This is an optimization exercise on Yosys and OpenROAD, whose aim is small area, a short achievable clock period and few clock cycles per item, not a production implementation.
At most, simulation tests tie the RTL to the original design; equivalence was not proved.
For runs 1 to 3 and 7, only the layout was checked, not whether the RTL still works.

`flow/design.v`:
```
module sha256_hash_engine (
    input  wire         clk,
    input  wire         rst_n,       
    input  wire         start,
    input  wire         in_valid,
    output wire         in_ready,
    input  wire [7:0]   in_byte,
    input  wire         in_last,
    input  wire         in_empty,
    output reg          dig_valid,
    output wire [255:0] dig
);
    reg         busy;        
    reg         fin;         
    reg         fin_last;    
    reg         rdy;         
    reg         last_in;     
    reg         af;          
    reg         a80;         
    reg         p80;         
    reg         final_blk;   
    reg [1:0]   acn;         
    reg [31:0]  acc;         
    reg [4:0]   wc;          
    reg [6:0]   pq;          
    reg         hv;          
    reg [31:0]  hkw;
    reg [15:0]  msg_len;
    reg [511:0] win;         
    reg [31:0]  H0, H1, H2, H3, H4, H5, H6, H7;
    reg [31:0]  a, b, c, d, e, f, g, h;
    assign in_ready = rdy;
    assign dig = {H0, H1, H2, H3, H4, H5, H6, H7};
    function [31:0] kconst(input [5:0] i);
        case (i)
            6'd0:  kconst = 32'h428a2f98; 6'd1:  kconst = 32'h71374491;
            6'd2:  kconst = 32'hb5c0fbcf; 6'd3:  kconst = 32'he9b5dba5;
            6'd4:  kconst = 32'h3956c25b; 6'd5:  kconst = 32'h59f111f1;
            6'd6:  kconst = 32'h923f82a4; 6'd7:  kconst = 32'hab1c5ed5;
            6'd8:  kconst = 32'hd807aa98; 6'd9:  kconst = 32'h12835b01;
            6'd10: kconst = 32'h243185be; 6'd11: kconst = 32'h550c7dc3;
            6'd12: kconst = 32'h72be5d74; 6'd13: kconst = 32'h80deb1fe;
            6'd14: kconst = 32'h9bdc06a7; 6'd15: kconst = 32'hc19bf174;
            6'd16: kconst = 32'he49b69c1; 6'd17: kconst = 32'hefbe4786;
            6'd18: kconst = 32'h0fc19dc6; 6'd19: kconst = 32'h240ca1cc;
            6'd20: kconst = 32'h2de92c6f; 6'd21: kconst = 32'h4a7484aa;
            6'd22: kconst = 32'h5cb0a9dc; 6'd23: kconst = 32'h76f988da;
            6'd24: kconst = 32'h983e5152; 6'd25: kconst = 32'ha831c66d;
            6'd26: kconst = 32'hb00327c8; 6'd27: kconst = 32'hbf597fc7;
            6'd28: kconst = 32'hc6e00bf3; 6'd29: kconst = 32'hd5a79147;
            6'd30: kconst = 32'h06ca6351; 6'd31: kconst = 32'h14292967;
            6'd32: kconst = 32'h27b70a85; 6'd33: kconst = 32'h2e1b2138;
            6'd34: kconst = 32'h4d2c6dfc; 6'd35: kconst = 32'h53380d13;
            6'd36: kconst = 32'h650a7354; 6'd37: kconst = 32'h766a0abb;
            6'd38: kconst = 32'h81c2c92e; 6'd39: kconst = 32'h92722c85;
            6'd40: kconst = 32'ha2bfe8a1; 6'd41: kconst = 32'ha81a664b;
            6'd42: kconst = 32'hc24b8b70; 6'd43: kconst = 32'hc76c51a3;
            6'd44: kconst = 32'hd192e819; 6'd45: kconst = 32'hd6990624;
            6'd46: kconst = 32'hf40e3585; 6'd47: kconst = 32'h106aa070;
            6'd48: kconst = 32'h19a4c116; 6'd49: kconst = 32'h1e376c08;
            6'd50: kconst = 32'h2748774c; 6'd51: kconst = 32'h34b0bcb5;
            6'd52: kconst = 32'h391c0cb3; 6'd53: kconst = 32'h4ed8aa4a;
            6'd54: kconst = 32'h5b9cca4f; 6'd55: kconst = 32'h682e6ff3;
            6'd56: kconst = 32'h748f82ee; 6'd57: kconst = 32'h78a5636f;
            6'd58: kconst = 32'h84c87814; 6'd59: kconst = 32'h8cc70208;
            6'd60: kconst = 32'h90befffa; 6'd61: kconst = 32'ha4506ceb;
            6'd62: kconst = 32'hbef9a3f7; default: kconst = 32'hc67178f2;
        endcase
    endfunction
    function [63:0] csa(input [31:0] x, input [31:0] y, input [31:0] z);
        csa = {x ^ y ^ z, ((x & y) | (x & z) | (y & z)) << 1};
    endfunction
    function [31:0] add_bk(input [31:0] x, input [31:0] y);
        reg [31:0] gg, pp;
        integer i, k;
        begin
            gg = x & y;
            pp = x ^ y;
            for (k = 1; k < 32; k = k * 2)
                for (i = 2 * k - 1; i < 32; i = i + 2 * k) begin
                    gg[i] = gg[i] | (pp[i] & gg[i - k]);
                    pp[i] = pp[i] & pp[i - k];
                end
            for (k = 8; k >= 1; k = k / 2)
                for (i = 3 * k - 1; i < 32; i = i + 2 * k) begin
                    gg[i] = gg[i] | (pp[i] & gg[i - k]);
                    pp[i] = pp[i] & pp[i - k];
                end
            add_bk = (x ^ y) ^ {gg[30:0], 1'b0};
        end
    endfunction
    wire [31:0] S1  = {e[5:0], e[31:6]} ^ {e[10:0], e[31:11]} ^ {e[24:0], e[31:25]};
    wire [31:0] ch  = (e & f) ^ (~e & g);
    wire [31:0] S0  = {a[1:0], a[31:2]} ^ {a[12:0], a[31:13]} ^ {a[21:0], a[31:22]};
    wire [31:0] maj = (a & b) ^ (a & c) ^ (b & c);
    wire [63:0] ac1 = csa(hkw, ch, maj);
    wire [63:0] ac2 = csa(ac1[31:0], S1, S0);
    wire [63:0] ac3 = csa(ac2[63:32], ac2[31:0], ac1[63:32]);
    wire [63:0] ec1 = csa(hkw, ch, d);
    wire [63:0] ec2 = csa(ec1[63:32], ec1[31:0], S1);
    wire [31:0] a_new = ac3[63:32] + ac3[31:0];
    wire [31:0] e_new = ec2[63:32] + ec2[31:0];
    wire [31:0] p15 = win[31:0];
    wire [31:0] p14 = win[63:32];
    wire [31:0] p9  = win[223:192];
    wire [31:0] p1  = win[479:448];
    wire [31:0] p0  = win[511:480];
    wire [31:0] s0w = {p1[6:0], p1[31:7]} ^ {p1[17:0], p1[31:18]} ^ (p1 >> 3);
    wire [31:0] s1w = {p14[16:0], p14[31:17]} ^ {p14[18:0], p14[31:19]} ^ (p14 >> 10);
    wire [63:0] wc1 = csa(p9, p0, s1w);
    wire [63:0] wc2 = csa(wc1[63:32], wc1[31:0], s0w);
    wire [31:0] w_sch = wc2[63:32] + wc2[31:0];      
    wire do_round = hv;
    wire sched    = (pq[5:4] != 2'd0);                 
    wire pre      = busy && !fin && !pq[6] && (sched || (wc == pq[4:0] + 5'd1));
    wire win_free = busy && !wc[4];                     
    wire xfer     = win_free && af;                     
    wire nxt_w    = pre && (sched || pq[3:0] == 4'd15) && pq != 7'd63;
    wire take     = in_valid && rdy;
    wire t63      = do_round && pq[6];                  
    wire ring     = fin || (do_round && (pq == 7'd62 || pq == 7'd63 || pq == 7'd64));
    wire start_ok = !busy && !fin && start;
    wire [31:0] w_in  = nxt_w ? w_sch : acc;
    wire        shift = nxt_w || xfer;
    wire [31:0] x_h   = do_round ? g : h;
    wire [63:0] hc1   = csa(x_h, kconst(pq[5:0]), p15);
    wire [31:0] hkw_n = add_bk(hc1[63:32], hc1[31:0]);
    wire [31:0] ff_a = add_bk(H3, a);
    wire [31:0] ff_e = add_bk(H7, e);
    wire        fin_now  = final_blk || (a80 && (!wc[3] || wc[2:0] < 3'd6));
    wire [31:0] pad_next = (!p80 && !a80) ? 32'h80000000 :
                           (fin_now && wc[3:0] == 4'd14) ? {13'd0, msg_len, 3'b000} : 32'h0;
    reg        busy_n, last_in_n, af_n;
    reg [4:0]  wc_n;
    always @(*) begin
        busy_n    = busy;
        last_in_n = last_in;
        af_n      = af;
        wc_n      = wc;
        if (xfer) begin
            wc_n = wc + 5'd1;
            af_n = last_in;
        end
        if (take) begin
            if (in_last) begin
                last_in_n = 1'b1;
                af_n      = 1'b1;
            end else if (acn == 2'd3)
                af_n = 1'b1;
        end
        if (t63) begin
            wc_n = 5'd0;
            if (final_blk) busy_n = 1'b0;
        end
        if (start_ok) begin
            busy_n    = 1'b1;
            last_in_n = in_empty;
            af_n      = in_empty;
            wc_n      = 5'd0;
        end
    end
    always @(posedge clk) begin
        if (!rst_n) begin
            busy      <= 1'b0;
            fin       <= 1'b0;
            hv        <= 1'b0;
            rdy       <= 1'b0;
            dig_valid <= 1'b0;
        end else begin
            busy      <= busy_n;
            last_in   <= last_in_n;
            af        <= af_n;
            wc        <= wc_n;
            rdy       <= busy_n && !last_in_n && !(af_n && wc_n[4]);
            fin       <= t63;
            dig_valid <= fin && fin_last;
            hv        <= pre;
            if (pre) pq <= pq + 7'd1;
            if (t63) begin
                pq       <= 7'd0;
                fin_last <= final_blk;
            end
            if (xfer) begin
                acn <= 2'd0;
                if (last_in) begin
                    if (!p80 && !a80) a80 <= 1'b1;
                end
                if (a80) begin
                    a80 <= 1'b0;
                    p80 <= 1'b1;
                    if (!wc[3] || wc[2:0] < 3'd6) final_blk <= 1'b1;    
                end
            end
            if (take) begin
                msg_len <= msg_len + 16'd1;
                acn     <= (xfer ? 2'd0 : acn) + 2'd1;
                if (in_last && (xfer ? 2'd0 : acn) != 2'd3) a80 <= 1'b1;
            end
            if (fin && p80) final_blk <= 1'b1;
            if (start_ok) begin
                pq        <= 7'd0;
                msg_len   <= 16'd0;
                acn       <= 2'd0;
                a80       <= in_empty;
                p80       <= 1'b0;
                final_blk <= 1'b0;
            end
        end
    end
    wire [1:0] lane = xfer ? 2'd0 : acn;
    always @(posedge clk) begin
        if (start_ok)
            acc <= 32'h80000000;
        else if (take) begin
            case (lane)
                2'd0: acc <= in_last ? {in_byte, 24'h800000} : {in_byte, acc[23:0]};
                2'd1: acc <= in_last ? {acc[31:24], in_byte, 16'h8000} : {acc[31:24], in_byte, acc[15:0]};
                2'd2: acc <= in_last ? {acc[31:16], in_byte, 8'h80} : {acc[31:16], in_byte, acc[7:0]};
                default: acc <= {acc[31:8], in_byte};
            endcase
        end else if (xfer && last_in)
            acc <= pad_next;
    end
    always @(posedge clk) begin
        if (shift) win <= {win[479:0], w_in};
        if (pre) hkw <= hkw_n;
        if (start_ok) begin
            {H0, H1, H2, H3} <= {32'h6a09e667, 32'hbb67ae85, 32'h3c6ef372, 32'ha54ff53a};
            {H4, H5, H6, H7} <= {32'h510e527f, 32'h9b05688c, 32'h1f83d9ab, 32'h5be0cd19};
            {a, b, c, d} <= {32'h6a09e667, 32'hbb67ae85, 32'h3c6ef372, 32'ha54ff53a};
            {e, f, g, h} <= {32'h510e527f, 32'h9b05688c, 32'h1f83d9ab, 32'h5be0cd19};
        end else begin
            if (ring) begin
                {H0, H1, H2, H3} <= {ff_a, H0, H1, H2};
                {H4, H5, H6, H7} <= {ff_e, H4, H5, H6};
            end
            if (fin)
                {a, b, c, d, e, f, g, h} <= {ff_a, H0, H1, H2, ff_e, H4, H5, H6};
            else if (do_round)
                {a, b, c, d, e, f, g, h} <= {a_new, a, b, c, e_new, e, f, g};
        end
    end
endmodule
```
`flow/run.sh`:
```
#!/bin/bash
# synth_recipe.tcl (not shown) runs the flow's synth.tcl, then flattens the netlist and writes it again
# the make line also repeats each setting of config.mk as NAME=value (left out here)
make -C /OpenROAD-flow-scripts/flow DESIGN_CONFIG=/design/flow/config.mk WORK_HOME=/design/flow/orfs CLKGATE_MAP_FILE= SYNTH_SCRIPT=/design/flow/synth_recipe.tcl finish
```
`flow/constraint.sdc`:
```
create_clock -name core_clock -period 10.0 [get_ports {clk}]
set_input_delay 2.0000 -clock core_clock [delete_from_list [all_inputs] [get_ports {clk}]]
set_output_delay 2.0000 -clock core_clock [all_outputs]
set_load 0.01 [all_outputs]
```
`flow/config.mk`:
```
export PLATFORM = sky130hd
export DESIGN_NAME = sha256_hash_engine
export DESIGN_NICKNAME = sha256_hash_engine
export VERILOG_FILES = /design/flow/design.v
export SDC_FILE = /design/flow/constraint.sdc
export NUM_CORES = 4
export LEC_CHECK = 0
export CAP_MARGIN = 20
export CORE_MARGIN = 2
export CORE_UTILIZATION = 40
export SETUP_SLACK_MARGIN = 5
export SLEW_MARGIN = 20
```
==> qor.txt, run 1 <==
Post-synth net total: 5963
Cells after Synth: 5448
Nets: 6167
Port Buffers: 271
Setup TNS: 0 ps
Max-slew violation count: 0
R2R Path End: a[31]
Core area: 147000 um2
RSZ-0062 raised after global routing: true
# DRC: 0
Yosys top cell by area: edfxtp_1
Skew final: 65.5 ps
Max Cap Viol: 0
Number of synthesized flops with an enable pin: 580
CP delay by family, top: compound AO/OA/AOI/OAI gates
# clock sinks: 1161
DR WL/cell: 25.1 um
Synth top area share: 29.4%
Largest register by flop count: win
Post-synth cell types: 85
Max reg flops: 512
Crit path largest cell delay: 570 ps
Ys async rst share: 0%
First-pass GRT wire length: 281 mm
CP Data Required Time: 10620 ps
Final hold viol count: 0
Via count: 42.6k
Fraction of layout instances using a drive strength above 1: 9.90%
Clock transition at path regs: 60 ps
Setup violators final: 0
Crit path time final: 5160 ps
Critical path buffers and inverters: 1
Initial antenna violation count: 9
Type of origin of the critical path: register
Setup Crit Path Kind: reg2reg
Worst-margin pin slew: 1150 ps
Drt first-iter violations: 4191
Yosys reg bits: 1161
Hold_buf cts: 0
TritonCTS clock tree: yes
Setup crit end: a[31]
Initial Util: 40.2%
Post-synthesis sequential area ratio: 49.0%
Vias per cell: 5.54
Ports: 272
Die area: 151000 um2
Critical path endpoint category: register
Vias in the first global route: 40.6k
Crit. path cell count: 16
Die Y: 389 um
Synthesized area per cell: 10.9 um2
GP Congestion: 0.915
CTS buffer count: 121
Site Rows: 141
Area grow syn2layout: 17.4%
Synthesis Warnings: 1
Status: no timing/DRC/antenna violations
Total Routing Usage GR: 25.1%
Antenna Nets Post-Route: 0
Clock latency (worst-skew pair): 780 ps
Crit path launch: a[29]
Grt total ovfl: 0
Cells along the critical path: xor2_1 > xnor2_1 > fa_1 > inv_1 > fa_1 > ha_1 > or3_4 > o21ba_4 > o31a_1 > a31o_1 > a41o_1 > o31a_1 > or4_4 > a31oi_4 > xnor2_1 > o221ai_1
1st-pass router iterations: 6
Max Clk Rate: 0.194 GHz
CTS H-tree lvls: 3
Maximum net fanout on the critical path: 7
Final Util: 47.2%
Die width: 389 um
Max_slew headroom: 23.6%
Main synth FF type: dfxtp_1
Worst hold path type: reg2reg
Largest net degree at the start of global routing: 147
Crit-path slowest cell: fa_1
Netlist Area Pre-Place: 59300 um2
Final Cycle Share: 51.6%
Final wirelength: 193 mm
Launch point of the worst reg-to-reg path: a[29]
Worst r2r path cells: 16
Clock buffer depth: 3
R2R Setup Slk: 4840 ps
Synth top area cells: edfxtp_1 (29%), dfxtp_1 (20%), fa_1 (9.9%), nand2_1 (4.8%), xnor2_1 (4.6%)
Dpl hpwl: 141 mm
Clock root buffer: clkbuf_16
Worst hold start: win[164]
Worst EP arrival: 5780 ps
final cells by class:
type,instances,area [um2]
sequential,1161,29200
inverter,295,1130
antenna,1,2.50
timing repair buffer,400,3960
clock buffer,159,3340
clock inverter,70,800
fill,13400,77900
tap,1930,2410
multi-input combinational,3673,28800
synth_stat cells (25+ instances only):
cell type,count
inv_1,291
a21oi_1,327
buf_2,25
xnor2_1,309
o22a_1,25
clkbuf_1,273
ha_1,207
nor2_1,195
mux2_2,35
a22oi_1,33
dfxtp_1,581
a211oi_1,47
o211ai_1,26
nand2_1,762
xor2_1,98
nand3_1,193
edfxtp_1,580
a21o_1,103
mux2i_1,215
fa_1,294
o21ai_0,305
nor3_1,51
o21a_1,25
a2bb2oi_1,99
worst register-to-register path: stages, from the launching register on:
cell and delay (ps):
dfxtp_2 480, xor2_1 360, xnor2_1 230, fa_1 570, inv_1 50, fa_1 460
ha_1 260, or3_4 360, o21ba_4 250, o31a_1 320, a31o_1 260, a41o_1 280
o31a_1 280, or4_4 440, a31oi_4 160, xnor2_1 130, o221ai_1 130
per-layer routing:
| layer | up-vias | share of wire (%) | GRT usage (%) |
|---|---|---|---|
| met5 | - | 0.0036 | 0 |
| met4 | 2 | 3.4 | 8.10 |
| met3 | 230 | 7.1 | 4.56 |
| met2 | 1459 | 46 | 39.3 |
| met1 | 21400 | 44 | 35.1 |
| li1 | 19500 | - | - |
cell families (layout without fill, tap and decap cells):
logic type	Yosys count	in the layout	synth area share (%)
AOI/OAI and AO/OA	1190	1190	12.9
muxes	252	252	4.37
and+or+nand+nor	1320	1321	9.45
adders and majority gates	502	502	14.3
DFF	1161	1161	49.0
other	0	1	0
xor gates and xnor gates	408	408	6.05
buffers and inverters	615	924	3.95
repair_timing:
action	in CTS	in global routing
gates cloned	3	1
endpoints found under the setup margin	201	300
resized for setup	168	101
pin swaps	17	39
setup buffers	22	41
layout by cell type, fill, tap and decap left out, types with 194 or more instances in the layout:
master / count
inv_1: 284
a21oi_1: 316
edfxtp_1: 580
clkdlybuf4s50_1: 270
xnor2_1: 287
o21ai_0: 279
fa_1: 284
dfxtp_1: 528
mux2i_1: 203
ha_1: 194
nand2_1: 757
stage by stage:
step	setup WS (ps)	hold slack (ps)	cell area (um2)	std cells
floorplan	5030	400	59300	5448
global placement	2990	400	63900	7392
detailed placement	3030	405	63900	7392
CTS	4790	386	68800	7646
global route	4800	403	69600	7688
finish	4840	393	69600	7689
worst min path at each step:
stage                     slack [ps]  cells after the start       end
final                            390                      0  win[196]
after global routing             400                      0  win[456]
after CTS                        390                      0  win[196]
after detailed placement         400                      0  win[112]
after global placement           400                      0  win[383]
after floorplan                  400                      0  win[100]
==> run 2, diff against run 1 <==
--- a/flow/design.v
+++ b/flow/design.v
@@ -199,3 +199,3 @@
             if (fin && p80) final_blk <= 1'b1;
-            if (start_ok) begin
+            if (!busy) begin
                 pq        <= 7'd0;
@@ -203,5 +203,5 @@
                 acn       <= 2'd0;
-                a80       <= in_empty;
                 p80       <= 1'b0;
                 final_blk <= 1'b0;
+                a80       <= start && in_empty;
             end
@@ -211,3 +211,3 @@
     always @(posedge clk) begin
-        if (start_ok)
+        if (!busy)
             acc <= 32'h80000000;
@@ -229,14 +229,13 @@
             {H4, H5, H6, H7} <= {32'h510e527f, 32'h9b05688c, 32'h1f83d9ab, 32'h5be0cd19};
+        end else if (ring) begin
+            {H0, H1, H2, H3} <= {ff_a, H0, H1, H2};
+            {H4, H5, H6, H7} <= {ff_e, H4, H5, H6};
+        end
+        if (!busy) begin
             {a, b, c, d} <= {32'h6a09e667, 32'hbb67ae85, 32'h3c6ef372, 32'ha54ff53a};
             {e, f, g, h} <= {32'h510e527f, 32'h9b05688c, 32'h1f83d9ab, 32'h5be0cd19};
-        end else begin
-            if (ring) begin
-                {H0, H1, H2, H3} <= {ff_a, H0, H1, H2};
-                {H4, H5, H6, H7} <= {ff_e, H4, H5, H6};
-            end
-            if (fin)
-                {a, b, c, d, e, f, g, h} <= {ff_a, H0, H1, H2, ff_e, H4, H5, H6};
-            else if (do_round)
-                {a, b, c, d, e, f, g, h} <= {a_new, a, b, c, e_new, e, f, g};
-        end
+        end else if (fin)
+            {a, b, c, d, e, f, g, h} <= {ff_a, H0, H1, H2, ff_e, H4, H5, H6};
+        else if (do_round)
+            {a, b, c, d, e, f, g, h} <= {a_new, a, b, c, e_new, e, f, g};
     end
==> flow/flow/run.sh (new file) <==
#!/bin/bash
set -euo pipefail
bash standard.sh SETUP_SLACK_MARGIN=6.0 finish > make_finish.log 2>&1
==> flow/standard.sh (new file) <==
#!/bin/bash
# synth_recipe.tcl (not shown) runs the flow's synth.tcl, then flattens the netlist and writes it again
# the make line also repeats each setting of config.mk as NAME=value (left out here)
make -C /OpenROAD-flow-scripts/flow DESIGN_CONFIG=/design/flow/config.mk WORK_HOME=/design/flow/orfs CLKGATE_MAP_FILE= SYNTH_SCRIPT=/design/flow/synth_recipe.tcl "${@:-finish}"
--- a/flow/config.mk
+++ b/flow/config.mk
@@ -10,3 +10,2 @@
 export CORE_UTILIZATION = 40
-export SETUP_SLACK_MARGIN = 5
 export SLEW_MARGIN = 20
removed: flow/run.sh
==> qor.txt, run 2 <==
Vias per cell: 5.56
CP Data Required Time: 10520 ps
DR WL/cell: 26.0 um
Initial antenna violation count: 2
Filler cells: 13.5k
Largest net degree at the start of global routing: 156
Via count: 46.3k
Yosys reg bits: 1161
Netlist Area Pre-Place: 60500 um2
Port Buffers: 271
Fraction of layout instances using a drive strength above 1: 17.7%
# DRC: 0
Max-slew violation count: 0
TritonCTS clock tree: yes
Status: no timing/DRC/antenna violations
Ports: 272
Clock latency (worst-skew pair): 810 ps
# diodes: 0
CTS H-tree lvls: 4
Worst EP arrival: 5250 ps
Skew final: 43.5 ps
Vias in the first global route: 44.3k
Max Cap Viol: 0
Core area: 150000 um2
Max reg flops: 512
Synthesized area per cell: 10.3 um2
Setup TNS: 0 ps
Cells along the critical path: xnor2_2 > xnor2_2 > fa_1 > fa_1 > ha_4 > a211oi_2 > nand2_1 > or3_1 > o221a_4 > a22o_4 > o41ai_4 > buf_4 > o21bai_1 > xnor2_1 > o21ai_0
Leading cell types by count after synthesis: nand2_1 (973), dfxtp_1 (581), edfxtp_1 (580)
Most frequent cells in the layout: nand2_1 (953), edfxtp_1 (580), dfxtp_1 (466), a21oi_1 (352), nor2_1 (324)
Synth top area share: 28.8%
CTS buffer count: 133
Maximum net fanout on the critical path: 5
1st-pass router iterations: 6
Crit path time final: 4720 ps
Antenna Nets Post-Route: 0
Synthesis Warnings: 1
CP delay by family, top: adder cells
Worst hold path type: reg2reg
Critical path buffers and inverters: 1
Clock root buffer: clkbuf_16
Initial Util: 40.4%
Setup Crit Path Kind: reg2reg
Crit-path slowest cell: fa_1
Nets: 6715
Type of origin of the critical path: register
Max_slew headroom: 28.2%
Post-synth cell types: 84
Clock buffer depth: 3
RSZ-0062 raised after global routing: true
Crit path largest cell delay: 600 ps
First-pass GRT wire length: 310 mm
Top-count cell post-synth: nand2_1
Final Cycle Share: 47.2%
Setup violators final: 0
Post-synth net total: 6375
Site Rows: 142
Clock transition at path regs: 60 ps
Synth top area cells: edfxtp_1 (29%), dfxtp_1 (19%), fa_1 (9.7%), nand2_1 (6.0%), xnor2_1 (4.3%)
Ys async rst share: 0%
Hold_buf cts: 0
Total Routing Usage GR: 27.6%
Final wirelength: 217 mm
Die area: 154000 um2
Dpl hpwl: 153 mm
Drt first-iter violations: 4399
# clock sinks: 1161
GP Congestion: 0.968
Yosys top cell by area: edfxtp_1
Largest register by flop count: win
Die Y: 393 um
Die width: 393 um
Worst-margin pin slew: 1060 ps
Commonest non-fill, non-tap cell in the layout: nand2_1
Main synth FF type: dfxtp_1
Max Clk Rate: 0.212 GHz
Grt total ovfl: 0
Cells after Synth: 5860
Post-synthesis sequential area ratio: 48.0%
Final hold viol count: 0
Area grow syn2layout: 23.9%
Critical path endpoint category: register
Number of synthesized flops with an enable pin: 580
run 2: cell count changes in the layout (fill, tap and decap cells not counted), moves of 62 or more:
cell       before  now
a2bb2oi_1      99    0
buf_4         105  224
dfxtp_1       528  466
nand2_1       757  953
nor2_1        190  324
xnor2_1       287  221
run 2: final timing paths:
path,start,end,slack [ps],cells past startpoint
worst max-delay path,win[61],win[29],5280,15
worst min-delay path,win[249],win[281],410,0
worst max register to register,win[61],win[29],5280,15
worst min register to register,win[249],win[281],410,0
run 2: logic make-up after synthesis:
| family | count (synthesis) | share of synthesized area [%] |
|---|---|---|
| xor gates and xnor gates | 402 | 5.84 |
| DFF | 1161 | 48.0 |
| buffers and inverters | 645 | 4.08 |
| AOI/OAI and AO/OA | 1200 | 12.2 |
| and+or+nand+nor | 1707 | 11.8 |
| adders and majority gates | 502 | 14.0 |
| muxes | 243 | 4.11 |
run 2: repair_timing:
item                                    CTS  global route
gates cloned                              8             3
buffers inserted                        140            76
pin swaps                               192           169
resized for setup                       590           216
endpoints found under the setup margin  785           686
run 2: metrics by stage:
step	instances	setup WS (ps)	hold slack, ps	area (um2)	utilization [%]
2_1_floorplan	5860	5150	400	60600	-
3_3_place_gp	7854	3260	400	65100	43.4
3_5_place_dp	7854	3140	405	65100	43.4
4_1_cts	8242	5280	405	73400	48.9
5_1_grt	8321	5140	414	75000	50.0
6_report	8321	5280	405	75000	50.0
run 2: area by class of cell:
type | count | area (um2) | area share, %
repair inverters | 1 | 5.00 | 0.00667
repair buffers | 557 | 5430 | 7.24
clock buffers | 162 | 3600 | 4.80
clock inverters | 78 | 980 | 1.31
flip-flops and latches | 1161 | 29300 | 39.1
inverters | 289 | 1120 | 1.49
well taps | 2016 | 2520 | 3.36
multi-input cells | 4057 | 32000 | 42.7
run 2: worst reg2reg max path: stages, from the launching register on:
cell	delay (ps)
edfxtp_1	470
xnor2_2	200
xnor2_2	310
fa_1	530
fa_1	600
ha_4	240
a211oi_2	210
nand2_1	100
or3_1	370
o221a_4	290
a22o_4	280
o41ai_4	300
buf_4	180
o21bai_1	70
xnor2_1	210
o21ai_0	120
run 2: routing by layer:
| layer | track usage, % | wire [um] | share of wire (%) | vias up |
|---|---|---|---|---|
| met3 | 4.79 | 15100 | 7.0 | 381 |
| met5 | 0 | 0 | 0 | - |
| met1 | 38.1 | 92900 | 43 | 23200 |
| li1 | - | - | - | 21000 |
| met4 | 13.2 | 11800 | 5.5 | 0 |
| met2 | 42.1 | 96800 | 45 | 1751 |
==> run 3, diff against run 2 <==
--- a/flow/config.mk
+++ b/flow/config.mk
@@ -9,3 +9,4 @@
 export CORE_MARGIN = 2
-export CORE_UTILIZATION = 40
+export CORE_UTILIZATION = 60
+export PLACE_DENSITY = 0.7
 export SLEW_MARGIN = 20
==> qor.txt, run 3 <==
Drt first-iter violations: 5891
Fraction of layout instances using a drive strength above 1: 17.2%
Multi-input gate area: 32300 um2
Top-count cell post-synth: nand2_1
Clock root buffer: clkbuf_16
Filler cells: 6698
Vias per cell: 6.35
R2R Setup Slk: 5030 ps
Dpl hpwl: 140 mm
Post-synth cell types: 84
CP delay by family, top: adder cells
TritonCTS clock tree: yes
Setup Crit Path Kind: reg2reg
DP Worst Slack: 3490 ps
Register area: 29300 um2
Ys async rst share: 0%
Hold Path Cell Cnt: 0
Largest net degree at the start of global routing: 165
CTS H-tree lvls: 3
Critical path buffers and inverters: 2
Final hold viol count: 0
Port Buffers: 271
Clock transition at path regs: 90 ps
Post-synthesis sequential area ratio: 48.0%
CTS buffer count: 117
Initial antenna violation count: 6
Worst EP arrival: 5450 ps
Setup violators final: 0
Most common cell on crit path: fa_1
Die area: 103000 um2
Clock latency (worst-skew pair): 770 ps
GP Congestion: 0.996
Worst-margin pin slew: 1300 ps
Max_slew headroom: 13.0%
Final std cells w/o fill: 7567
Total Routing Usage GR: 39.3%
Cells along the critical path: xnor2_4 > xnor2_2 > fa_1 > fa_1 > ha_2 > inv_2 > fa_2 > nand2b_4 > a211o_1 > a211oi_2 > o221a_4 > buf_6 > a31oi_4 > o21bai_1 > a21oi_1 > xor2_1 > o21ai_1
Synth top area share: 28.8%
Post-route setup slack: 5030 ps
Grt total ovfl: 0
Status: no timing/DRC/antenna violations
Clock buffer depth: 3
Setup TNS: 0 ps
Site Rows: 116
WHS: 398 ps
Ports: 272
Crit. path cell count: 17
Vias in the first global route: 45.3k
Area grow syn2layout: 21.5%
Max-slew violation count: 0
R2R Path End: win[23]
Crit path time final: 4970 ps
Max reg flops: 512
Hold Path End: win[337]
Synthesized area per cell: 10.3 um2
Hold_buf cts: 0
# DRC: 0
Worst hold start: win[305]
Skew final: 87.7 ps
Max Cap Viol: 0
Crit path largest cell delay: 520 ps
DR WL/cell: 28.1 um
Die width: 322 um
Final Cycle Share: 49.7%
# clock sinks: 1161
Synthesis Warnings: 1
Max Clk Rate: 0.201 GHz
Main synth FF type: dfxtp_1
Placed cells: 7123
Yosys top cell by area: edfxtp_1
Commonest non-fill, non-tap cell in the layout: nand2_1
Via count: 48.1k
Initial Util: 60.5%
Maximum net fanout on the critical path: 3
Largest register by flop count: win
Cells after Synth: 5860
Leading cell types by count after synthesis: nand2_1 (973), dfxtp_1 (581), edfxtp_1 (580)
Core area: 100000 um2
Worst hold path type: reg2reg
Die Y: 322 um
RSZ-0062 raised after global routing: true
Worst r2r path cells: 17
Type of origin of the critical path: register
Launch point of the worst reg-to-reg path: win[52]
Nets: 6685
Crit-path slowest cell: edfxtp_1
Final wirelength: 213 mm
Final Util: 73.5%
Critical path endpoint category: register
Yosys reg bits: 1161
Netlist Area Pre-Place: 60500 um2
First-pass GRT wire length: 300 mm
1st-pass router iterations: 6
Number of synthesized flops with an enable pin: 580
CP Data Required Time: 10490 ps
Synth top area cells: edfxtp_1 (29%), dfxtp_1 (19%), fa_1 (9.7%), nand2_1 (6.0%), xnor2_1 (4.3%)
Antenna Nets Post-Route: 0
Post-synth net total: 6375
Most frequent cells in the layout: nand2_1 (956), edfxtp_1 (580), dfxtp_1 (482), a21oi_1 (347), nor2_1 (323)
run 3: cell counts after synthesis:
Identical to the previous run, type by type.
run 3: worst reg2reg max path: stages, from the launching register on:
cell and delay [ps]:
edfxtp_1 520, xnor2_4 330, xnor2_2 170, fa_1 470
fa_1 520, ha_2 200, inv_2 40, fa_2 350
nand2b_4 160, a211o_1 360, a211oi_2 310, o221a_4 300
buf_6 130, a31oi_4 90, o21bai_1 190, a21oi_1 110
xor2_1 350, o21ai_1 110
run 3: area by class of cell:
cell class                      count  share of cell area [%]
Multi-Input combinational cell   4058                    43.9
Clock inverter                     61                   0.888
Clock buffer                      156                    4.42
Tap cell                         1298                    2.21
Antenna cell                        1                 0.00340
Inverter                          289                    1.52
Sequential cell                  1161                    39.8
Timing Repair Buffer              543                    7.23
run 3: worst max-delay path by stage:
stage / to / start / slack [ps]
global placement: register / rst_n / 3490
floorplan: win[0] / pq[0] / 5150
finish: win[23] / win[52] / 5030
CTS: a[29] / e[1] / 5330
global route: win[31] / win[52] / 4990
detailed placement: register / rst_n / 3490
run 3: cells by family after synthesis:
| logic type | share of synthesized area [%] |
|---|---|
| simple gates | 11.8 |
| compound gates | 12.2 |
| flops | 48.0 |
| buf+inv | 4.08 |
| fa+ha+maj | 14.0 |
| xor+xnor | 5.84 |
| mux | 4.11 |
run 3: timing repair:
action                     CTS  global route
pin swaps                  227           201
buffers inserted           136            78
setup endpoints to repair  668           464
gates cloned                10             2
resized for setup          557           311
run 3: per-layer routing:
metal  vias up  share of wire, %  global-route usage (%)
met2      2927                44                    59.8
met3       628                11                    8.15
met5         -            0.0061                       0
li1      20900                 -                       -
met4         2               5.6                    15.6
met1     23700                39                    55.3
run 3: metrics by stage:
stage	instance area, um2
2_1_floorplan	60600
4_1_cts	71600
3_5_place_dp	64000
3_3_place_gp	64000
5_1_grt	73500
6_report	73500
==> run 4, diff against run 3 <==
--- a/flow/design.v
+++ b/flow/design.v
@@ -27,2 +27,3 @@
     reg [31:0]  hkw;
+    reg [31:0]  kq;          
     reg [15:0]  msg_len;
@@ -33,38 +34,20 @@
     assign dig = {H0, H1, H2, H3, H4, H5, H6, H7};
-    function [31:0] kconst(input [5:0] i);
-        case (i)
-            6'd0:  kconst = 32'h428a2f98; 6'd1:  kconst = 32'h71374491;
-            6'd2:  kconst = 32'hb5c0fbcf; 6'd3:  kconst = 32'he9b5dba5;
-            6'd4:  kconst = 32'h3956c25b; 6'd5:  kconst = 32'h59f111f1;
-            6'd6:  kconst = 32'h923f82a4; 6'd7:  kconst = 32'hab1c5ed5;
-            6'd8:  kconst = 32'hd807aa98; 6'd9:  kconst = 32'h12835b01;
-            6'd10: kconst = 32'h243185be; 6'd11: kconst = 32'h550c7dc3;
-            6'd12: kconst = 32'h72be5d74; 6'd13: kconst = 32'h80deb1fe;
-            6'd14: kconst = 32'h9bdc06a7; 6'd15: kconst = 32'hc19bf174;
-            6'd16: kconst = 32'he49b69c1; 6'd17: kconst = 32'hefbe4786;
-            6'd18: kconst = 32'h0fc19dc6; 6'd19: kconst = 32'h240ca1cc;
-            6'd20: kconst = 32'h2de92c6f; 6'd21: kconst = 32'h4a7484aa;
-            6'd22: kconst = 32'h5cb0a9dc; 6'd23: kconst = 32'h76f988da;
-            6'd24: kconst = 32'h983e5152; 6'd25: kconst = 32'ha831c66d;
-            6'd26: kconst = 32'hb00327c8; 6'd27: kconst = 32'hbf597fc7;
-            6'd28: kconst = 32'hc6e00bf3; 6'd29: kconst = 32'hd5a79147;
-            6'd30: kconst = 32'h06ca6351; 6'd31: kconst = 32'h14292967;
-            6'd32: kconst = 32'h27b70a85; 6'd33: kconst = 32'h2e1b2138;
-            6'd34: kconst = 32'h4d2c6dfc; 6'd35: kconst = 32'h53380d13;
-            6'd36: kconst = 32'h650a7354; 6'd37: kconst = 32'h766a0abb;
-            6'd38: kconst = 32'h81c2c92e; 6'd39: kconst = 32'h92722c85;
-            6'd40: kconst = 32'ha2bfe8a1; 6'd41: kconst = 32'ha81a664b;
-            6'd42: kconst = 32'hc24b8b70; 6'd43: kconst = 32'hc76c51a3;
-            6'd44: kconst = 32'hd192e819; 6'd45: kconst = 32'hd6990624;
-            6'd46: kconst = 32'hf40e3585; 6'd47: kconst = 32'h106aa070;
-            6'd48: kconst = 32'h19a4c116; 6'd49: kconst = 32'h1e376c08;
-            6'd50: kconst = 32'h2748774c; 6'd51: kconst = 32'h34b0bcb5;
-            6'd52: kconst = 32'h391c0cb3; 6'd53: kconst = 32'h4ed8aa4a;
-            6'd54: kconst = 32'h5b9cca4f; 6'd55: kconst = 32'h682e6ff3;
-            6'd56: kconst = 32'h748f82ee; 6'd57: kconst = 32'h78a5636f;
-            6'd58: kconst = 32'h84c87814; 6'd59: kconst = 32'h8cc70208;
-            6'd60: kconst = 32'h90befffa; 6'd61: kconst = 32'ha4506ceb;
-            6'd62: kconst = 32'hbef9a3f7; default: kconst = 32'hc67178f2;
-        endcase
-    endfunction
+    localparam [2047:0] K_TAB = {
+        32'hc67178f2, 32'hbef9a3f7, 32'ha4506ceb, 32'h90befffa,
+        32'h8cc70208, 32'h84c87814, 32'h78a5636f, 32'h748f82ee,
+        32'h682e6ff3, 32'h5b9cca4f, 32'h4ed8aa4a, 32'h391c0cb3,
+        32'h34b0bcb5, 32'h2748774c, 32'h1e376c08, 32'h19a4c116,
+        32'h106aa070, 32'hf40e3585, 32'hd6990624, 32'hd192e819,
+        32'hc76c51a3, 32'hc24b8b70, 32'ha81a664b, 32'ha2bfe8a1,
+        32'h92722c85, 32'h81c2c92e, 32'h766a0abb, 32'h650a7354,
+        32'h53380d13, 32'h4d2c6dfc, 32'h2e1b2138, 32'h27b70a85,
+        32'h14292967, 32'h06ca6351, 32'hd5a79147, 32'hc6e00bf3,
+        32'hbf597fc7, 32'hb00327c8, 32'ha831c66d, 32'h983e5152,
+        32'h76f988da, 32'h5cb0a9dc, 32'h4a7484aa, 32'h2de92c6f,
+        32'h240ca1cc, 32'h0fc19dc6, 32'hefbe4786, 32'he49b69c1,
+        32'hc19bf174, 32'h9bdc06a7, 32'h80deb1fe, 32'h72be5d74,
+        32'h550c7dc3, 32'h243185be, 32'h12835b01, 32'hd807aa98,
+        32'hab1c5ed5, 32'h923f82a4, 32'h59f111f1, 32'h3956c25b,
+        32'he9b5dba5, 32'hb5c0fbcf, 32'h71374491, 32'h428a2f98
+    };
     function [63:0] csa(input [31:0] x, input [31:0] y, input [31:0] z);
@@ -125,3 +108,4 @@
     wire [31:0] x_h   = do_round ? g : h;
-    wire [63:0] hc1   = csa(x_h, kconst(pq[5:0]), p15);
+    wire [5:0]  pq1   = pq[5:0] + 6'd1;
+    wire [63:0] hc1   = csa(x_h, kq, p15);
     wire [31:0] hkw_n = add_bk(hc1[63:32], hc1[31:0]);
@@ -177,5 +161,9 @@
             hv        <= pre;
-            if (pre) pq <= pq + 7'd1;
+            if (pre) begin
+                pq <= pq + 7'd1;
+                kq <= K_TAB[32 * pq1 +: 32];
+            end
             if (t63) begin
                 pq       <= 7'd0;
+                kq       <= K_TAB[31:0];
                 fin_last <= final_blk;
@@ -201,2 +189,3 @@
                 pq        <= 7'd0;
+                kq        <= K_TAB[31:0];
                 msg_len   <= 16'd0;
==> flow/run.sh (new file) <==
#!/bin/bash
# synth_recipe.tcl (not shown) runs the flow's synth.tcl, then flattens the netlist and writes it again
# the make line also repeats each setting of config.mk as NAME=value (left out here)
make -C /OpenROAD-flow-scripts/flow DESIGN_CONFIG=/design/flow/config.mk WORK_HOME=/design/flow/orfs CLKGATE_MAP_FILE= SYNTH_SCRIPT=/design/flow/synth_recipe.tcl finish
--- a/flow/config.mk
+++ b/flow/config.mk
@@ -9,4 +9,6 @@
 export CORE_MARGIN = 2
-export CORE_UTILIZATION = 60
-export PLACE_DENSITY = 0.7
+export CORE_UTILIZATION = 40
+export CTS_BUF_LIST = sky130_fd_sc_hd__clkbuf_8
+export CTS_CLUSTER_SIZE = 30
+export SETUP_SLACK_MARGIN = 5
 export SLEW_MARGIN = 20
removed: flow/flow/run.sh
removed: flow/standard.sh
==> qor.txt, run 4 <==
Status: no timing/DRC/antenna violations
Synthesized area per cell: 10.5 um2
WHS: 369 ps
Final hold viol count: 0
Site Rows: 143
Drt first-iter violations: 4764
Synth top area share: 29.9%
Max_slew headroom: 17.8%
R2R Setup Slk: 5020 ps
Cells after Synth: 5852
Antenna Nets Post-Route: 0
Vias in the first global route: 43.3k
Number of synthesized flops with an enable pin: 612
Max reg flops: 512
Dpl hpwl: 143 mm
Type of origin of the critical path: register
Synthesis Warnings: 1
GP Congestion: 0.986
Worst hold start: win[165]
Ys async rst share: 0%
First-pass GRT wire length: 291 mm
Setup Crit Path Kind: reg2reg
Main synth FF type: edfxtp_1
Top-count cell post-synth: nand2_1
# clock sinks: 1161
Hold Path Cell Cnt: 0
TritonCTS clock tree: yes
Hold Path End: win[197]
Maximum net fanout on the critical path: 8
Ports: 272
Commonest non-fill, non-tap cell in the layout: nand2_1
R2R Path End: hkw[31]
Leading cell types by count after synthesis: nand2_1 (1053), edfxtp_1 (612), dfxtp_1 (549)
Core area: 152000 um2
Yosys reg bits: 1161
Port Buffers: 271
Via count: 45.3k
Clock latency (worst-skew pair): 960 ps
Initial antenna violation count: 7
CTS H-tree lvls: 4
Final wirelength: 199 mm
Largest net degree at the start of global routing: 186
Filler cells: 14.0k
DP Worst Slack: 3880 ps
Post-synth cell types: 83
Die area: 157000 um2
Die width: 396 um
RSZ-0062 raised after global routing: true
Clock buffer depth: 3
Die Y: 396 um
Grt total ovfl: 0
1st-pass router iterations: 6
Most frequent cells in the layout: nand2_1 (1050), edfxtp_1 (612), dfxtp_1 (514), inv_1 (326), o21ai_0 (322)
Crit path time final: 4980 ps
Setup TNS: 0 ps
Critical path endpoint category: register
Post-synth net total: 6366
DR WL/cell: 24.3 um
Total Routing Usage GR: 25.0%
Max Clk Rate: 0.201 GHz
CP Data Required Time: 10690 ps
# DRC: 0
Final Cycle Share: 49.8%
Fraction of layout instances using a drive strength above 1: 8.50%
Clock transition at path regs: 70 ps
Max Cap Viol: 0
Netlist Area Pre-Place: 61400 um2
Post-synthesis sequential area ratio: 47.8%
Worst-margin pin slew: 1230 ps
Setup violators final: 0
Yosys top cell by area: edfxtp_1
Nets: 6536
Largest register by flop count: win
Synth top area cells: edfxtp_1 (30%), dfxtp_1 (18%), fa_1 (9.6%), nand2_1 (6.4%), xnor2_1 (4.3%)
Max-slew violation count: 0
Worst hold path type: reg2reg
Worst EP arrival: 5660 ps
Hold_buf cts: 0
Post-route setup slack: 5020 ps
Area grow syn2layout: 15.3%
Launch point of the worst reg-to-reg path: hv
Clock root buffer: clkbuf_8
CTS buffer count: 194
Vias per cell: 5.52
Initial Util: 40.3%
Worst r2r path cells: 18
Skew final: 92.9 ps
==> run 4: changes by cell type after synthesis, moves of 28 or more <==
| cell | change |
|---|---|
| a21oi_1 | -94 |
| nand2_1 | +80 |
| dfxtp_1 | -32 |
| nor2_1 | -158 |
| o211a_1 | +91 |
| and2_1 | +28 |
| edfxtp_1 | +32 |
| a21boi_0 | +29 |
==> run 4: timing repair <==
action	CTS	global route
setup buffers	7	10
pin swaps	1	9
resized for setup	36	81
endpoints found under the setup margin	449	441
cloned	5	2
==> run 4: cells by family after synthesis <==
group                      Yosys count  share of synthesized area [%]
and+or+nand+nor                   1659                           11.5
buffers and inverters              651                           3.99
adders and majority gates          501                           13.8
DFF                               1161                           47.8
muxes                              239                           3.99
xor gates and xnor gates           408                           5.83
AOI/OAI and AO/OA                 1233                           13.1
==> run 4: worst max-delay path by stage <==
stage          startpoint      end  slack (ps)  cells after the start
3_5_place_dp           hv  hkw[31]        3880                     16
4_1_cts                hv  hkw[31]        4870                     16
3_3_place_gp           hv  hkw[31]        3900                     16
6_report               hv  hkw[31]        5020                     18
2_1_floorplan       pq[1]   win[0]        4390                     12
5_1_grt                hv  hkw[31]        4830                     18
==> run 4: per-stage QoR <==
| step | instance area, um2 | utilization (%) | cells |
|---|---|---|---|
| global route | 70800 | 46.5 | 8207 |
| finish | 70800 | 46.5 | 8207 |
| detailed placement | 65900 | 43.3 | 7832 |
| floorplan | 61500 | - | 5852 |
| global placement | 65900 | 43.3 | 7832 |
| CTS | 70400 | 46.2 | 8192 |
==> run 4: area by class of cell <==
| class | instances | area [um2] | share of cell area [%] |
|---|---|---|---|
| antenna | 3 | 7.51 | 0.0106 |
| inverter | 280 | 1060 | 1.50 |
| clock inverter | 127 | 1080 | 1.52 |
| clock buffer | 221 | 3040 | 4.30 |
| multi-input combinational | 4043 | 30200 | 42.6 |
| tap | 2030 | 2540 | 3.59 |
| timing repair buffer | 342 | 3480 | 4.91 |
| sequential | 1161 | 29400 | 41.6 |
==> run 4: per-layer routing <==
metal  share of wire, %  GRT usage (%)  routed length (um)
met1                 44           35.8               88200
met4                3.6           8.64                7100
met3                7.9           4.73               15700
met2                 44           37.7               88100
met5              0.023              0                  46
==> run 4: critical path, stage by stage, from the launching register on <==
cell	delay [ps]
dfxtp_4	370
buf_12	150
buf_4	130
mux2_2	370
fa_1	590
ha_4	220
a21o_1	180
a21o_1	180
a221oi_2	230
o21ai_2	130
a41o_1	260
a21o_1	210
o41a_1	410
a31o_1	210
a31o_1	250
fa_2	400
xnor2_2	140
xnor2_1	200
xnor2_1	80
Testbench counts of run 4, summed over its fixed seeds: cycles 33,520, bytes 14,064.
==> run 5, diff against run 4 <==
--- a/flow/config.mk
+++ b/flow/config.mk
@@ -10,5 +10,4 @@
 export CORE_UTILIZATION = 40
-export CTS_BUF_LIST = sky130_fd_sc_hd__clkbuf_8
-export CTS_CLUSTER_SIZE = 30
 export SETUP_SLACK_MARGIN = 5
 export SLEW_MARGIN = 20
+export TNS_END_PERCENT = 0
==> qor.txt, run 5 <==
CTS buffer count: 131
Largest net degree at the start of global routing: 167
Commonest non-fill, non-tap cell in the layout: nand2_1
Final Cycle Share: 50.3%
DR WL/cell: 24.5 um
Netlist Area Pre-Place: 61400 um2
# clock sinks: 1161
Number of synthesized flops with an enable pin: 612
CTS H-tree lvls: 4
Port Buffers: 271
Site Rows: 143
First-pass GRT wire length: 288 mm
Yosys reg bits: 1161
Hold Path Cell Cnt: 0
Main synth FF type: edfxtp_1
Via count: 44.9k
Total Routing Usage GR: 24.7%
Dpl hpwl: 142 mm
Met2 wire length: 88.1 mm
Synth top area cells: edfxtp_1 (30%), dfxtp_1 (18%), fa_1 (9.6%), nand2_1 (6.4%), xnor2_1 (4.3%)
Type of origin of the critical path: register
Top sig layer: met5
Maximum net fanout on the critical path: 7
Setup TNS: 0 ps
Vias in the first global route: 42.3k
Largest register by flop count: win
1st-pass router iterations: 6
Fraction of layout instances using a drive strength above 1: 6.83%
Metal-1 WL: 87.2 mm
CP Data Required Time: 10640 ps
Core area: 152000 um2
DR WL met3: 16.1 mm
Filler cells: 14.0k
Post-synth cell types: 83
Grt total ovfl: 0
Vias per cell: 5.55
Antenna Nets Post-Route: 0
Skew final: 64.5 ps
Max_slew headroom: 25.5%
Initial antenna violation count: 5
Final Util: 46.6%
Yosys top cell by area: edfxtp_1
Die area: 157000 um2
RSZ-0062 raised after global routing: true
Area grow syn2layout: 15.6%
Critical path endpoint category: register
Post-synthesis sequential area ratio: 47.8%
Clock transition at path regs: 60 ps
Die width: 396 um
# DRC: 0
Top-count cell post-synth: nand2_1
Cells after Synth: 5852
Final hold viol count: 0
Synth top area share: 29.9%
Final wirelength: 198 mm
Setup violators final: 0
Status: no timing/DRC/antenna violations
Clock root buffer: clkbuf_16
Post-synth net total: 6366
Hold_buf cts: 0
Clock buffer depth: 3
Worst hold path type: reg2reg
Worst-margin pin slew: 1110 ps
Leading cell types by count after synthesis: nand2_1 (1053), edfxtp_1 (612), dfxtp_1 (549)
TritonCTS clock tree: yes
Synthesis Warnings: 1
Nets: 6470
Worst r2r path cells: 16
Max Cap Viol: 0
Crit path time final: 5030 ps
Worst EP arrival: 5670 ps
Ports: 272
Initial Util: 40.3%
Setup Crit Path Kind: reg2reg
Ys async rst share: 0%
Max reg flops: 512
GP Congestion: 0.960
Die Y: 396 um
Max-slew violation count: 0
# diodes: 0
Drt first-iter violations: 5090
Clock latency (worst-skew pair): 800 ps
Most frequent cells in the layout: nand2_1 (1050), edfxtp_1 (612), dfxtp_1 (534), o21ai_0 (330), a21oi_1 (297)
Synthesized area per cell: 10.5 um2
Max Clk Rate: 0.199 GHz
run 5: cell counts after synthesis:
No cell type changed its count.
run 5: worst paths after layout:
check | start | to | slack, ps
min | win[258] | win[290] | 380
max | a[17] | a[31] | 4970
max reg2reg | a[17] | a[31] | 4970
min reg2reg | win[258] | win[290] | 380
run 5: cells by family (layout without fill, tap and decap cells):
family                   count (synthesis)  after routing  share of synthesized area, %
flip-flops                            1161           1161                          47.8
XOR/XNOR                               408            408                          5.83
AO/OA/AOI/OAI                         1233           1233                          13.1
multiplexers                           239            239                          3.99
buffers and inverters                  651            859                          3.99
AND/OR/NAND/NOR                       1659           1660                          11.5
adder cells (fa/ha/maj)                501            501                          13.8
run 5: metrics by stage:
stage	worst slack, ps	hold slack (ps)	instances	instance area (um2)
finish	4970	378	8091	71000
global route	4820	375	8091	71000
floorplan	4390	400	5852	61500
CTS	4740	373	8079	70600
global placement	3950	400	7832	65900
detailed placement	3980	405	7832	65900
run 5: worst max-delay path, cell delays in order, from the launching register on:
cell	delay, ps
dfxtp_1	590
a21o_1	140
o21ai_0	280
fa_1	490
inv_1	80
fa_1	430
fa_1	440
ha_1	380
a21o_1	210
a211oi_1	350
o211ai_1	180
o211ai_1	260
a31oi_4	190
a31o_2	320
a211oi_1	300
xnor2_1	160
a21oi_1	80
run 5: cell type report:
| cell class | count | area [um2] | share of cell area (%) |
|---|---|---|---|
| Clock buffer | 169 | 3590 | 5.06 |
| Clock inverter | 69 | 918 | 1.29 |
| Inverter | 280 | 1060 | 1.50 |
| Multi-Input combinational cell | 4041 | 30000 | 42.2 |
| Sequential cell | 1161 | 29400 | 41.4 |
| Tap cell | 2030 | 2540 | 3.58 |
| Timing Repair Buffer | 341 | 3520 | 4.95 |
run 5: layer usage:
metal | GRT usage (%) | vias up
met5 | 0 | -
met4 | 8.22 | 2
met3 | 4.55 | 275
met2 | 37.4 | 1826
met1 | 35.6 | 22200
li1 | - | 20600
run 5: what timing repair did:
item	CTS	global route
pin swaps	1	10
endpoints found under the hold margin	0	0
gates resized for setup	9	56
gates cloned	4	3
endpoints found under the setup margin	440	484
setup buffers	5	9
==> run 6, diff against run 5 <==
--- a/flow/config.mk
+++ b/flow/config.mk
@@ -12,2 +12 @@
 export SLEW_MARGIN = 20
-export TNS_END_PERCENT = 0
==> qor.txt, run 6 <==
Synth Area in Simple Gates: 11.5%
Worst-margin pin slew: 1180 ps
Hold_buf cts: 0
Main synth FF type: edfxtp_1
Cells after Synth: 5852
Crit-path slowest cell: fa_2
Leading cell types by count after synthesis: nand2_1 (1053), edfxtp_1 (612), dfxtp_1 (549)
Via count: 44.9k
Max-slew violation count: 0
CP Data Required Time: 10540 ps
# DRC: 0
Setup violators final: 0
Initial antenna violation count: 6
Die area: 157000 um2
Post-synthesis mux area share: 3.99%
Netlist Area Pre-Place: 61400 um2
Crit path time final: 4980 ps
Synth top area share: 29.9%
Port Buffers: 271
# clock sinks: 1161
CTS H-tree lvls: 3
First-pass GRT wire length: 290 mm
Nets: 6463
Dpl hpwl: 143 mm
Largest net degree at the start of global routing: 186
# diodes: 0
Complex-gate fraction of the synthesized area: 13.1%
Max_slew headroom: 21.5%
Post-synth cell types: 83
Clock latency (worst-skew pair): 820 ps
Yosys top cell by area: edfxtp_1
Synth top area cells: edfxtp_1 (30%), dfxtp_1 (18%), fa_1 (9.6%), nand2_1 (6.4%), xnor2_1 (4.3%)
Ports: 272
Maximum net fanout on the critical path: 11
Top-count cell post-synth: nand2_1
Die Y: 396 um
Final hold viol count: 0
Initial Util: 40.3%
Max Cap Viol: 0
Grt total ovfl: 0
RSZ-0062 raised after global routing: true
GP Congestion: 0.986
Type of origin of the critical path: register
Area grow syn2layout: 15.4%
Setup TNS: 0 ps
Number of synthesized flops with an enable pin: 612
Post-Synth Adder-Cell Area: 13.8%
Status: no timing/DRC/antenna violations
Die width: 396 um
Post-synth net total: 6366
Worst hold path type: reg2reg
Final wirelength: 199 mm
Setup Crit Path Kind: reg2reg
Commonest non-fill, non-tap cell in the layout: nand2_1
Total Routing Usage GR: 24.8%
Vias per cell: 5.56
Largest register by flop count: win
Core area: 152000 um2
Filler cells: 14.0k
Critical path endpoint category: register
Synthesis Warnings: 1
CTS buffer count: 121
Post-Synth XOR/XNOR Area: 5.83%
Post-synthesis sequential area ratio: 47.8%
Drt first-iter violations: 4783
Cells along the critical path: buf_12 > buf_16 > mux2_2 > fa_2 > ha_4 > and4_1 > a221oi_2 > o21ai_2 > a41o_1 > a21o_1 > o41a_1 > a31o_1 > a31o_1 > fa_1 > xnor2_2 > xnor2_1 > xnor2_1
Skew final: 115 ps
Ys async rst share: 0%
Max Clk Rate: 0.201 GHz
Vias in the first global route: 42.5k
Clock root buffer: clkbuf_16
Fraction of layout instances using a drive strength above 1: 7.17%
Clock buffer depth: 3
1st-pass router iterations: 6
Crit path largest cell delay: 580 ps
TritonCTS clock tree: yes
Final Cycle Share: 49.8%
Yosys reg bits: 1161
Synthesized area per cell: 10.5 um2
WHS: 364 ps
Worst EP arrival: 5520 ps
Clock transition at path regs: 70 ps
Max reg flops: 512
Most frequent cells in the layout: nand2_1 (1050), edfxtp_1 (612), dfxtp_1 (513), o21ai_0 (326), a21oi_1 (297)
Main combinational cell family by area after synthesis: adder cells
DR WL/cell: 24.6 um
Site Rows: 143
Antenna Nets Post-Route: 0
## run 6: changes by cell type in the layout (fill, tap and decap cells not counted), sizes merged
| cell | change |
|---|---|
| clkinv | -11 |
| nand2 | +1 |
| buf | +3 |
| inv | -1 |
| bufinv | +3 |
| nor2 | +1 |
| clkbuf | -5 |
| clkinvlp | -2 |
## run 6: layer usage
layer  GRT usage [%]  up-vias  wire (um)
li1                -    20600          -
met1            35.9    22300      88300
met2            37.9     1705      88400
met3            4.07      295      15300
met4            8.12        4       7120
met5               0        -         31
## run 6: final cells by class
type                            count  area [um2]  area share [%]
Tap cell                         2030        2540            3.58
Inverter                          280        1060            1.50
Clock buffer                      166        3400            4.80
Multi-Input combinational cell   4043       30200            42.6
Timing Repair Buffer              342        3490            4.93
Sequential cell                  1161       29400            41.5
Clock inverter                     58         781            1.10
## run 6: worst paths after layout
path,end,cells past startpoint,startpoint,slack [ps]
hold / removal,win[359],0,win[327],360
setup / recovery,hkw[31],17,hv,5020
setup reg to reg,hkw[31],17,hv,5020
hold reg to reg,win[359],0,win[327],360
## run 6: per-stage QoR
step	setup WS, ps	std cells	instance area (um2)	util, %
after global placement	3900	7832	65900	43.3
after detailed placement	3880	7832	65900	43.3
after global routing	4880	8080	70900	46.5
final	5020	8080	70900	46.5
after CTS	4800	8063	70400	46.2
after floorplan	4390	5852	61500	-
## run 6: repair_timing
action                     4_1_cts  5_1_grt
setup endpoints to repair      448      456
pin swaps                        1        8
gates resized for setup         32       83
buffers inserted                 2       15
gates cloned                     5        2
## run 6: worst max-delay path, delay by kind of cell (launching register included)
kind / cells / cell delay [ps]
fa+ha+maj: 3 / 1250
xor+xnor: 3 / 420
simple gates: 1 / 190
mux: 1 / 370
buf+inv: 2 / 290
compound gates: 7 / 1760
flops: 1 / 420
## run 6: cell families after synthesis
kind of cell             after synthesis
multiplexers                         239
buffers and inverters                651
XOR/XNOR                             408
AND/OR/NAND/NOR                     1659
adder cells (fa/ha/maj)              501
AO/OA/AOI/OAI                       1233
flip-flops                          1161
==> run 7, diff against run 6 <==
--- a/flow/design.v
+++ b/flow/design.v
@@ -15,2 +15,3 @@
     reg         fin_last;    
+    reg         fin0;        
     reg         rdy;         
@@ -111,4 +112,4 @@
     wire [31:0] hkw_n = add_bk(hc1[63:32], hc1[31:0]);
-    wire [31:0] ff_a = add_bk(H3, a);
-    wire [31:0] ff_e = add_bk(H7, e);
+    wire [31:0] ff_a = add_bk(H3, fin0 ? 32'h0 : a);
+    wire [31:0] ff_e = add_bk(H7, fin0 ? 32'h0 : e);
     wire        fin_now  = final_blk || (a80 && (!wc[3] || wc[2:0] < 3'd6));
@@ -158,3 +159,4 @@
             rdy       <= busy_n && !last_in_n && !(af_n && wc_n[4]);
-            fin       <= t63;
+            fin       <= t63 || start_ok;
+            fin0      <= start_ok;
             dig_valid <= fin && fin_last;
@@ -165,2 +167,3 @@
             end
+            if (start_ok) fin_last <= 1'b0;
             if (t63) begin
@@ -216,4 +219,4 @@
         if (start_ok) begin
-            {H0, H1, H2, H3} <= {32'h6a09e667, 32'hbb67ae85, 32'h3c6ef372, 32'ha54ff53a};
-            {H4, H5, H6, H7} <= {32'h510e527f, 32'h9b05688c, 32'h1f83d9ab, 32'h5be0cd19};
+            {H0, H1, H2, H3} <= {32'hbb67ae85, 32'h3c6ef372, 32'ha54ff53a, 32'h6a09e667};
+            {H4, H5, H6, H7} <= {32'h9b05688c, 32'h1f83d9ab, 32'h5be0cd19, 32'h510e527f};
         end else if (ring) begin
@@ -222,6 +225,3 @@
         end
-        if (!busy) begin
-            {a, b, c, d} <= {32'h6a09e667, 32'hbb67ae85, 32'h3c6ef372, 32'ha54ff53a};
-            {e, f, g, h} <= {32'h510e527f, 32'h9b05688c, 32'h1f83d9ab, 32'h5be0cd19};
-        end else if (fin)
+        if (fin)
             {a, b, c, d, e, f, g, h} <= {ff_a, H0, H1, H2, ff_e, H4, H5, H6};
==> qor.txt, run 7 <==
Worst hold path type: reg2reg
Fraction of layout instances using a drive strength above 1: 11.7%
Clock root buffer: clkbuf_16
Drt first-iter violations: 4558
Worst-margin pin slew: 1100 ps
Netlist Area Pre-Place: 61300 um2
Initial Util: 40.3%
Post-route setup slack: 5060 ps
Max Clk Rate: 0.202 GHz
Final Util: 46.8%
Setup violators final: 0
Total Routing Usage GR: 24.4%
Site Rows: 143
Via count: 42.4k
Post-place instance area: 66000 um2
CTS H-tree lvls: 3
Final wirelength: 196 mm
Post-synth cell types: 83
Antenna Nets Post-Route: 0
Main synth FF type: edfxtp_1
Yosys top cell by area: edfxtp_1
# DRC: 0
Max Cap Viol: 0
Core area: 152000 um2
Crit path time final: 4940 ps
CTS buffer count: 120
Largest register by flop count: win
Post-synthesis sequential area ratio: 51.6%
Grt total ovfl: 0
Dpl hpwl: 144 mm
Final std cells w/o fill: 7655
DP Worst Slack: 4320 ps
Synth top area cells: edfxtp_1 (41%), dfxtp_1 (11%), fa_1 (9.6%), nand2_1 (4.3%), mux2_2 (4.2%)
Cells after Synth: 5303
Max_slew headroom: 25.6%
Clock buffer depth: 3
Final hold viol count: 0
Leading cell types by count after synthesis: edfxtp_1 (837), nand2_1 (709), dfxtp_1 (325)
Hold_buf cts: 0
Nets: 6033
Commonest non-fill, non-tap cell in the layout: edfxtp_1
Post-synth net total: 5817
Ys async rst share: 0%
Synth top area share: 41.0%
Largest net degree at the start of global routing: 173
WHS: 403 ps
Finished Cell Area: 71200 um2
Skew final: 74.0 ps
Placed cells: 7351
Type of origin of the critical path: register
Max-slew violation count: 0
Maximum net fanout on the critical path: 8
Vias per cell: 5.53
Setup TNS: 0 ps
Final Cycle Share: 49.4%
Top-count cell post-synth: edfxtp_1
Synthesized area per cell: 11.6 um2
TritonCTS clock tree: yes
Synthesis Warnings: 1
Area grow syn2layout: 16.2%
Clock transition at path regs: 60 ps
Ports: 272
# clock sinks: 1162
1st-pass router iterations: 6
Clock latency (worst-skew pair): 780 ps
Setup Crit Path Kind: reg2reg
Max reg flops: 512
Most frequent cells in the layout: edfxtp_1 (837), nand2_1 (706), dfxtp_1 (323), a21oi_1 (300), fa_1 (290)
CP Data Required Time: 10480 ps
Critical path endpoint category: register
Worst EP arrival: 5420 ps
DR WL/cell: 25.6 um
Yosys reg bits: 1162
Die area: 156000 um2
Initial antenna violation count: 16
Die Y: 396 um
Port Buffers: 271
RSZ-0062 raised after global routing: true
Die width: 396 um
Number of synthesized flops with an enable pin: 837
R2R Setup Slk: 5060 ps
GP Congestion: 0.935
First-pass GRT wire length: 283 mm
Vias in the first global route: 40.4k
Status: no timing/DRC/antenna violations
-- run 7: logic make-up (layout without fill, tap and decap cells) --
family / Yosys count / in the layout / synth area share [%]
adder cells (fa/ha/maj): 501 / 501 / 13.8
other: 0 / 2 / 0
AO/OA/AOI/OAI: 993 / 993 / 10.2
AND/OR/NAND/NOR: 1390 / 1391 / 10.0
multiplexers: 277 / 277 / 5.01
flip-flops: 1162 / 1162 / 51.6
XOR/XNOR: 397 / 397 / 5.73
buffers and inverters: 583 / 902 / 3.61
-- run 7: worst paths after layout --
kind,startpoint,end,cells after the start
setup / recovery,e[25],a[31],14
hold reg to reg,win[441],win[473],0
setup reg to reg,e[25],a[31],14
hold / removal,win[441],win[473],0
-- run 7: metal layers --
metal	up-vias	global-route usage [%]	routed length, um
li1	19100	-	-
met1	21300	36.5	87800
met2	1689	36.5	86500
met3	242	4.25	16100
met4	2	6.59	5490
met5	-	0	13
-- run 7: final cells by class --
cell class                      instances  area [um2]
Antenna cell                            2        5.00
Clock buffer                          164        3320
Clock inverter                         62         801
Fill cell                           13900       80800
Inverter                              284        1070
Multi-Input combinational cell       3559       28000
Sequential cell                      1162       31600
Tap cell                             2030        2540
Timing Repair Buffer                  392        3830
-- run 7: critical path, stage by stage, from the launching register on --
cell and delay [ps]:
edfxtp_1 610, xor2_1 280, xnor2_2 440, fa_1 500
inv_1 80, fa_1 430, ha_1 410, a21oi_1 170
o21ai_0 220, a221oi_1 480, or3_1 200, nand3_2 190
a311oi_2 370, xnor2_1 150, o21ai_0 90
-- run 7: repair_timing --
item / CTS / global route
gates cloned: 1 / 4
hold endpoints to repair: 0 / 0
gates resized for setup: 46 / 54
pin swaps: 2 / 3
buffers inserted: 29 / 40
endpoints found under the setup margin: 235 / 353

what the ideal ports hide:
Ports are ideal in the flow. The routed layouts listed here were re-timed in OpenROAD. Step 1 (the two cells are an assumption about what drives the block):
set clk [get_ports {clk}]
set_driving_cell -lib_cell sky130_fd_sc_hd__clkbuf_16 $clk
set_driving_cell -lib_cell sky130_fd_sc_hd__buf_2 [delete_from_list [all_inputs] $clk]
Step 2 adds t to the input delays and takes it off the output delays; t is the mean of the earliest and latest rising clock arrival at the registers after step 1. Input paths then give back, and output paths get back, about the clock's delay inside the block. a / b / c = ideal ports / drivers / drivers and shift; a / b = the first two.
run | shift t [ns] | setup slack, ns | worst setup path after step 2 | slew at the worst register clock pin (ns) | pins driven straight from the clock port
run 1 | 0.828 | 4.844 / 4.844 / 4.221 | input to register | 0.07 / 0.07 | 1
run 2 | 0.863 | 5.277 / 5.277 / 5.243 | input to register | 0.07 / 0.07 | 1
run 3 | 0.810 | 5.032 / 5.032 / 5.032 | register to register | 0.09 / 0.09 | 1
run 4 | 0.998 | 5.021 / 5.021 / 5.021 | register to register | 0.07 / 0.07 | 1
run 5 | 0.849 | 4.968 / 4.968 / 4.968 | register to register | 0.07 / 0.07 | 1
run 6 | 0.852 | 5.024 / 5.024 / 5.024 | register to register | 0.08 / 0.08 | 1
run 7 | 0.822 | 5.061 / 5.061 / 5.061 | register to register | 0.07 / 0.07 | 1
After both steps every run listed still meets setup and hold. For run 1, which loses most, drivers alone change the setup slack by 0.000 ns; drivers and shift together by -0.623 ns.
